Context: an optimization exercise on an open-source flow, tuned for small area. The choices shown serve that exercise and are no tape-out recipe. In this exercise RTL edits were held to simulation tests only and were not proved equivalent to the original. Power figures rest on the tool's default switching activity, not on a simulated workload.

==> run a: inputs <==
==> flow/design.v <==
module smc_dbcodec (
    input  wire        clk,
    input  wire        rst,
    input  wire        in_valid,
    input  wire        in_gain,
    input  wire [63:0] in_db,
    output reg         out_valid,
    output reg  [15:0] out_word,
    output reg         out_nan
);
    wire        sgn  = in_db[63];
    wire [10:0] e    = in_db[62:52];
    wire [51:0] frac = in_db[51:0];
    wire f_lo   = |frac[37:0];
    wire f_mid  = |frac[45:38];
    wire is_nan = (&e) & (f_lo | f_mid | (|frac[51:46]));
    wire big    = e[10] & ((|e[9:3]) | (e[2] & e[1]));              
    wire ge1015 = e[10] | ((&e[9:4]) & (e[3] | (&e[2:0])));         
    wire in_rng = ge1015 & ~big;
    wire ge1026 = e[10] & (|e[9:1]);                                 
    wire [3:0]  rs = in_rng ? (4'd5 - e[3:0]) : 4'd15;
    wire [14:0] t0 = {1'b1, frac[51:38]};
    wire [14:0] t1 = rs[3] ? {8'b0, t0[14:8]} : t0;
    wire [14:0] t2 = rs[2] ? {4'b0, t1[14:4]} : t1;
    wire [14:0] t3 = rs[1] ? {2'b0, t2[14:2]} : t2;
    wire [14:0] a  = rs[0] ? {1'b0, t3[14:1]} : t3;
    wire sticky = f_lo | (rs[3] & f_mid) | (rs[2] & (|t1[3:0])) |
                  (rs[1] & (|t2[1:0])) | (rs[0] & t3[0]);
    wire [7:0] lo_p;            
    wire [7:0] lo_w;
    assign lo_w[0] = ~a[0] ^ sticky;
    assign lo_p[1] = ~(a[0] & sticky);
    genvar k;
    generate
        for (k = 1; k < 8; k = k + 1) begin : g_lo
            assign lo_w[k] = ~a[k] ^ lo_p[k];
            if (k < 7) begin : g_p
                assign lo_p[k+1] = lo_p[k] & ~a[k];
            end
        end
    endgenerate
    wire c8 = lo_p[7] & ~a[7];
    wire [8:0] hi_p;
    wire [7:0] hi_w;
    assign hi_p[0] = in_gain ? ~a[7] : c8;
    generate
        for (k = 0; k < 7; k = k + 1) begin : g_hi
            assign hi_w[k] = ~a[8+k] ^ hi_p[k];
            assign hi_p[k+1] = hi_p[k] & ~a[8+k];
        end
    endgenerate
    assign hi_w[7] = ~hi_p[7];
    wire [2:0] pm = a[10:8];
    wire p_sat = (ge1026 & ~is_nan) | (&pm) | (pm[2] & pm[1] & a[7]);
    wire [2:0] p_inc = {pm[2] ^ (pm[1] & pm[0] & a[7]), pm[1] ^ (pm[0] & a[7]), pm[0] ^ a[7]};
    wire [2:0] p_v = p_sat ? 3'd6 : p_inc;
    wire [15:0] word;
    assign word[7:0]   = (sgn & ~in_gain) ? lo_w : 8'h00;
    assign word[10:8]  = sgn ? hi_w[2:0] : (in_gain ? p_v : 3'd0);
    assign word[14:11] = sgn ? hi_w[6:3] : 4'd0;
    assign word[15]    = sgn & (hi_w[7] | (big & ~is_nan));
    always @(posedge clk) begin
        out_valid <= in_valid & ~rst;
        out_nan   <= is_nan;
        out_word  <= word;
    end
endmodule
==> flow/flow/run.sh <==
#!/bin/bash
# Own layout flow:
#  2. candidate netlists: the standard netlist's combinational logic mapped again with
#     area-oriented ABC scripts, and a structure-keeping synthesis of the design mapped with the
#     same scripts (its registers renamed after the standard ones, matched by the net they drive);
#     each candidate must be proven equivalent to the standard netlist, the smallest is kept;
#  3. the standard layout flow on that netlist, with the smallest buffer on the ports.
# Each tool writes its full output to its own log file here.
set -uo pipefail
WORK=$(pwd)
export FLOWDIR="$WORK/flow"
YOSYS="$FLOW_HOME/../tools/install/yosys/bin/yosys"
[[ -x "$YOSYS" ]] || YOSYS=yosys
export LIB="$FLOW_HOME/platforms/sky130hd/lib/sky130_fd_sc_hd__tt_025C_1v80.lib"
R="$WORK/orfs/results/$FLOW_PLATFORM/smc_dbcodec/base"

bash standard.sh synth > "$WORK/std_synth.log" 2>&1 || exit 1

C="$WORK/cand"
mkdir -p "$C"
cp "$R/1_2_yosys.v" "$C/std.v"
cd "$C"
for s in "$FLOWDIR"/scripts/*.abc; do
  n=$(basename "$s" .abc)
  ( OUT="$C/remap_$n.v" SCRIPT="$s" "$YOSYS" -c "$FLOWDIR/remap.tcl" > "$WORK/yosys_remap_$n.log" 2>&1 ) &
  ( OUT="$C/own_$n.raw.v" SCRIPT="$s" "$YOSYS" -c "$FLOWDIR/own.tcl" > "$WORK/yosys_own_$n.log" 2>&1 &&
    python3 "$FLOWDIR/rename_ff.py" "$C/std.v" "$C/own_$n.raw.v" "$C/own_$n.v" > "$WORK/rename_own_$n.log" 2>&1 &&
    cp "$C/own_$n.raw.v.stat" "$C/own_$n.v.stat" ) &
  while (( $(jobs -r | wc -l) >= ${NUM_CORES:-4} )); do sleep 1; done
done
wait

best=""; best_area=""
for v in "$C"/remap_*.v "$C"/own_*.v; do
  [[ "$v" == *.raw.v ]] && continue
  [[ -f "$v" && -f "$v.stat" ]] || continue
  n=$(basename "$v" .v)
  if grep -qE 'lpflow_|probe_p|probec_p' "$v"; then continue; fi
  if grep -qE '\\[^ ]*[/:]' "$v"; then continue; fi
  CAND="$v" "$YOSYS" -c "$FLOWDIR/equiv.tcl" > "$WORK/yosys_equiv_$n.log" 2>&1 || continue
  grep -q "SUCCESS" "$WORK/yosys_equiv_$n.log" || continue
  a=$(awk '/Chip area/ {print $NF}' "$v.stat")
  echo "$n $a" >> "$WORK/candidates.txt"
  if [[ -z "$best" ]] || awk "BEGIN{exit !($a < $best_area)}"; then best="$v"; best_area="$a"; fi
done
cd "$WORK"
echo "chosen: ${best:-standard} ${best_area}" >> "$WORK/candidates.txt"

if [[ -n "$best" ]]; then
  cp "$best" "$R/1_2_yosys.v"
  rm -f "$R/1_synth.odb" "$R/1_synth.sdc"
fi
bash standard.sh "BUFFER_PORTS_ARGS=-buffer_cell sky130_fd_sc_hd__buf_1" "CTS_ARGS=-buf_list sky130_fd_sc_hd__clkbuf_8 -root_buf sky130_fd_sc_hd__clkbuf_8 -sink_clustering_enable -sink_clustering_size 30 -sink_clustering_max_diameter 500 -repair_clock_nets" finish > "$WORK/std_layout.log" 2>&1
==> flow/flow/common.tcl <==
# shared by remap.tcl and own.tcl: the don't-use cells and the final clean-up
set dont_use {}
set f [open $::env(LIB) r]
foreach {- name} [regexp -all -inline {cell\s*\(\s*"?(sky130_fd_sc_hd__(?:lpflow_\w+|probec?_p_8))"?\s*\)} [read $f]] {
  lappend dont_use -dont_use $name
}
close $f
proc finish_netlist {} {
  yosys opt_clean -purge
  yosys hilomap -singleton -hicell sky130_fd_sc_hd__conb_1 HI -locell sky130_fd_sc_hd__conb_1 LO
  yosys setundef -zero
  yosys splitnets
  yosys opt_clean -purge
  yosys insbuf -buf sky130_fd_sc_hd__buf_1 A X
  yosys read_liberty -lib $::env(LIB)
  yosys tee -o $::env(OUT).stat stat -liberty $::env(LIB)
  yosys check -assert
  yosys write_verilog -noattr -nohex -nodec $::env(OUT)
}
==> flow/flow/equiv.tcl <==
# the candidate netlist against the standard one: all registers are fed from the inputs only,
# so two cycles from a zero state cover every reachable behaviour
yosys read_liberty -ignore_miss_func $::env(LIB)
yosys read_verilog std.v
yosys rename $::env(FLOW_TOP) gold
yosys read_verilog $::env(CAND)
yosys rename $::env(FLOW_TOP) gate
yosys hierarchy -check
yosys flatten
yosys opt_clean
yosys miter -equiv -flatten -make_outputs gold gate miter
yosys hierarchy -top miter
yosys sat -verify -seq 2 -prove trigger 0 -set-init-zero miter
==> flow/flow/own.tcl <==
# synthesis of the design that keeps its structure for ABC (no abc -fast inside synth)
source $::env(FLOWDIR)/common.tcl
yosys read_verilog -sv $::env(FLOW_DESIGN)
yosys hierarchy -check -top $::env(FLOW_TOP)
yosys synth -flatten -nofsm -noshare -noabc -top $::env(FLOW_TOP)
yosys opt -purge
yosys dfflibmap -liberty $::env(LIB) {*}$dont_use
yosys opt
yosys abc -script $::env(SCRIPT) -liberty $::env(LIB) {*}$dont_use
finish_netlist
==> flow/flow/remap.tcl <==
# map again the combinational logic of the standard netlist (registers kept as they are)
source $::env(FLOWDIR)/common.tcl
yosys read_liberty -ignore_miss_func $::env(LIB)
yosys blackbox sky130_fd_sc_hd__dfxtp_1
yosys read_verilog std.v
yosys hierarchy -top $::env(FLOW_TOP)
yosys flatten
yosys opt_clean -purge
yosys abc -script $::env(SCRIPT) -liberty $::env(LIB) {*}$dont_use
finish_netlist
==> flow/flow/rename_ff.py <==
#!/usr/bin/env python3
"""rename_ff.py STD CAND OUT: give each flip-flop in CAND the instance name of the flip-flop in
STD whose Q pin drives the same net; fail unless the two sets of flip-flops then match one to one
with the same cell types."""
import re, sys

FF = re.compile(r'^(\s*)(sky130_fd_sc_hd__(?:df|sdf|edf)\w+)\s+(\S+)\s*\((.*?)\);', re.M | re.S)


def flops(text):
    out = {}
    for m in FF.finditer(text):
        q = re.search(r'\.Q\(\s*(.*?)\s*\)', m.group(4))
        if not q:
            sys.exit('flip-flop without Q: ' + m.group(3))
        out[q.group(1)] = (m.group(2), m.group(3))
    return out


std = open(sys.argv[1]).read()
cand = open(sys.argv[2]).read()
fs, fc = flops(std), flops(cand)
if set(fs) != set(fc):
    sys.exit('flip-flop Q nets differ')
for q in fs:
    if fs[q][0] != fc[q][0]:
        sys.exit('cell type differs for ' + q)


def sub(m):
    q = re.search(r'\.Q\(\s*(.*?)\s*\)', m.group(4)).group(1)
    return f'{m.group(1)}{m.group(2)} {fs[q][1]} ({m.group(4)});'


new = FF.sub(sub, cand)
names = sorted(n for _, n in flops(new).values())
if names != sorted(n for _, n in fs.values()):
    sys.exit('names differ after renaming')
open(sys.argv[3], 'w').write(new)
==> flow/flow/scripts/s1.abc <==
strash
&get -n
&deepsyn -T 30
&put
dch
amap
==> flow/flow/scripts/s2.abc <==
strash
&get -n
&deepsyn -T 30 -S 1
&put
dch
amap
==> flow/flow/scripts/s3.abc <==
strash
&get -n
&deepsyn -T 30 -S 2
&put
dch
amap
==> flow/flow/scripts/s4.abc <==
strash
&get -n
&deepsyn -T 30 -S 3
&put
dch
amap
==> flow/flow/scripts/s5.abc <==
strash
dch
amap
mfs2 -a
strash
dch
amap
==> flow/flow/scripts/s6.abc <==
strash
dch
fraig_store
&get -n
&deepsyn -T 30
&put
dch
fraig_store
fraig_restore
amap
==> flow/standard.sh <==
#!/bin/bash
# synth_recipe.tcl (not shown) runs the flow's synth.tcl, then flattens the netlist and writes it again
# the make line also repeats each setting of config.mk as NAME=value (left out here)
make -C /OpenROAD-flow-scripts/flow DESIGN_CONFIG=/design/flow/config.mk WORK_HOME=/design/flow/orfs CLKGATE_MAP_FILE= SYNTH_SCRIPT=/design/flow/synth_recipe.tcl "${@:-finish}"
==> flow/config.mk <==
export PLATFORM = sky130hd
export DESIGN_NAME = smc_dbcodec
export DESIGN_NICKNAME = smc_dbcodec
export VERILOG_FILES = /design/flow/design.v
export SDC_FILE = /design/flow/constraint.sdc
export NUM_CORES = 4
export LEC_CHECK = 0
export ABC_AREA = 1
export CAP_MARGIN = 20
export CORE_MARGIN = 2
export CORE_UTILIZATION = 40
export CTS_BUF_LIST = sky130_fd_sc_hd__clkbuf_4
export CTS_CLUSTER_DIAMETER = 200
export CTS_CLUSTER_SIZE = 30
export SLEW_MARGIN = 20
==> flow/constraint.sdc <==
create_clock -name core_clock -period 8.0 [get_ports {clk}]
set_input_delay 1.6000 -clock core_clock [delete_from_list [all_inputs] [get_ports {clk}]]
set_output_delay 1.6000 -clock core_clock [all_outputs]
set_load 0.01 [all_outputs]
==> run b (differences from run a) <==
--- a/flow/flow/run.sh
+++ b/flow/flow/run.sh
@@ -52,2 +52,2 @@
 fi
-bash standard.sh "BUFFER_PORTS_ARGS=-buffer_cell sky130_fd_sc_hd__buf_1" "CTS_ARGS=-buf_list sky130_fd_sc_hd__clkbuf_8 -root_buf sky130_fd_sc_hd__clkbuf_8 -sink_clustering_enable -sink_clustering_size 30 -sink_clustering_max_diameter 500 -repair_clock_nets" finish > "$WORK/std_layout.log" 2>&1
+bash standard.sh "BUFFER_PORTS_ARGS=-buffer_cell sky130_fd_sc_hd__buf_1" "CTS_ARGS=-buf_list sky130_fd_sc_hd__clkbuf_4 -root_buf sky130_fd_sc_hd__clkbuf_4 -sink_clustering_enable -sink_clustering_size 30 -sink_clustering_max_diameter 500 -sink_clustering_levels 1 -repair_clock_nets" finish > "$WORK/std_layout.log" 2>&1
==> out/results.tsv <==
stage	metric	value	unit
detailed_routing	WL met2	1650	um
final_layout	P&R area growth vs syn	31.1	%
final_layout	multi-input combinational area share	0.493	
final_layout	sequential cell area share	0.221	
final_layout	final core utilization	0.542	
timing	WHS	1460	ps
setup_path	worst path required time	8220	ps
grt	met1 Usage GRT	0.282	
power_and_ir_drop	VDD IR-drop max	0.0000374	V
final_layout	FILL cells	319	
detailed_routing	top layer in use	met4	
detailed_routing	wire per inst	11.5	um
run_status	status	no timing/DRC/antenna violations	
power_and_ir_drop	Pleak	0.494	nW
clock_network	Root Buffer	clkbuf_4	
power_and_ir_drop	Clk pwr share	0.247	
final_layout	clkbuf count	3	
[end of results for run b]
==> out/results.tsv <==
stage	metric	value	unit
run_status	status	no timing/DRC/antenna violations	
detailed_routing	WL met2	1670	um
die	starting density of the core	0.413	
final_layout	P&R area growth vs syn	33.5	%
final_layout	multi-input combinational area share	0.484	
power_and_ir_drop	VDD IR-drop max	0.0000482	V
clock_network	Root Buffer	clkbuf_8	
place	Placer Congestion	0.877	
detailed_routing	top layer in use	met3	
setup_path	worst path required time	8180	ps
grt	met1 Usage GRT	0.281	
timing	WHS	1510	ps
final_layout	final core utilization	0.552	
synthesis	Syn Inst Count	180	
power_and_ir_drop	Pleak	0.507	nW
final_layout	clkbuf count	4	
detailed_routing	wire per inst	11.5	um
[end of results for run a]

separate check: timing with driven ports:
In the flow no input, the clock included, has a driving cell. The finished layouts below were timed again as built, in two steps.
Step 1 (the two cells are an assumption about what drives the block):
set clk [get_ports {clk}]
set_driving_cell -lib_cell sky130_fd_sc_hd__clkbuf_16 $clk
set_driving_cell -lib_cell sky130_fd_sc_hd__buf_2 [delete_from_list [all_inputs] $clk]
Step 2 times the ports against the registers' clock, not the clock port: input delays grow and output delays shrink by t, the midpoint of the rising clock arrivals with the driver on.
Slacks: ideal ports / drivers / drivers and shift; pairs: ideal ports / drivers.
run	shift t [ns]	setup slack, ns	worst hold slack (ns)	worst setup path after step 2	worst slew at a driven data input, ns
run a	0.268	0.883 / 0.885 / 0.618	1.505 / 1.506 / 1.774	input to register	0.04
run b	0.301	0.893 / 0.891 / 0.589	1.459 / 1.464 / 1.766	input to register	0.04
After both steps setup and hold are still met in every run listed. The setup slack of run b, which loses most, moves by -0.002 ns with the drivers and by -0.304 ns with both steps.
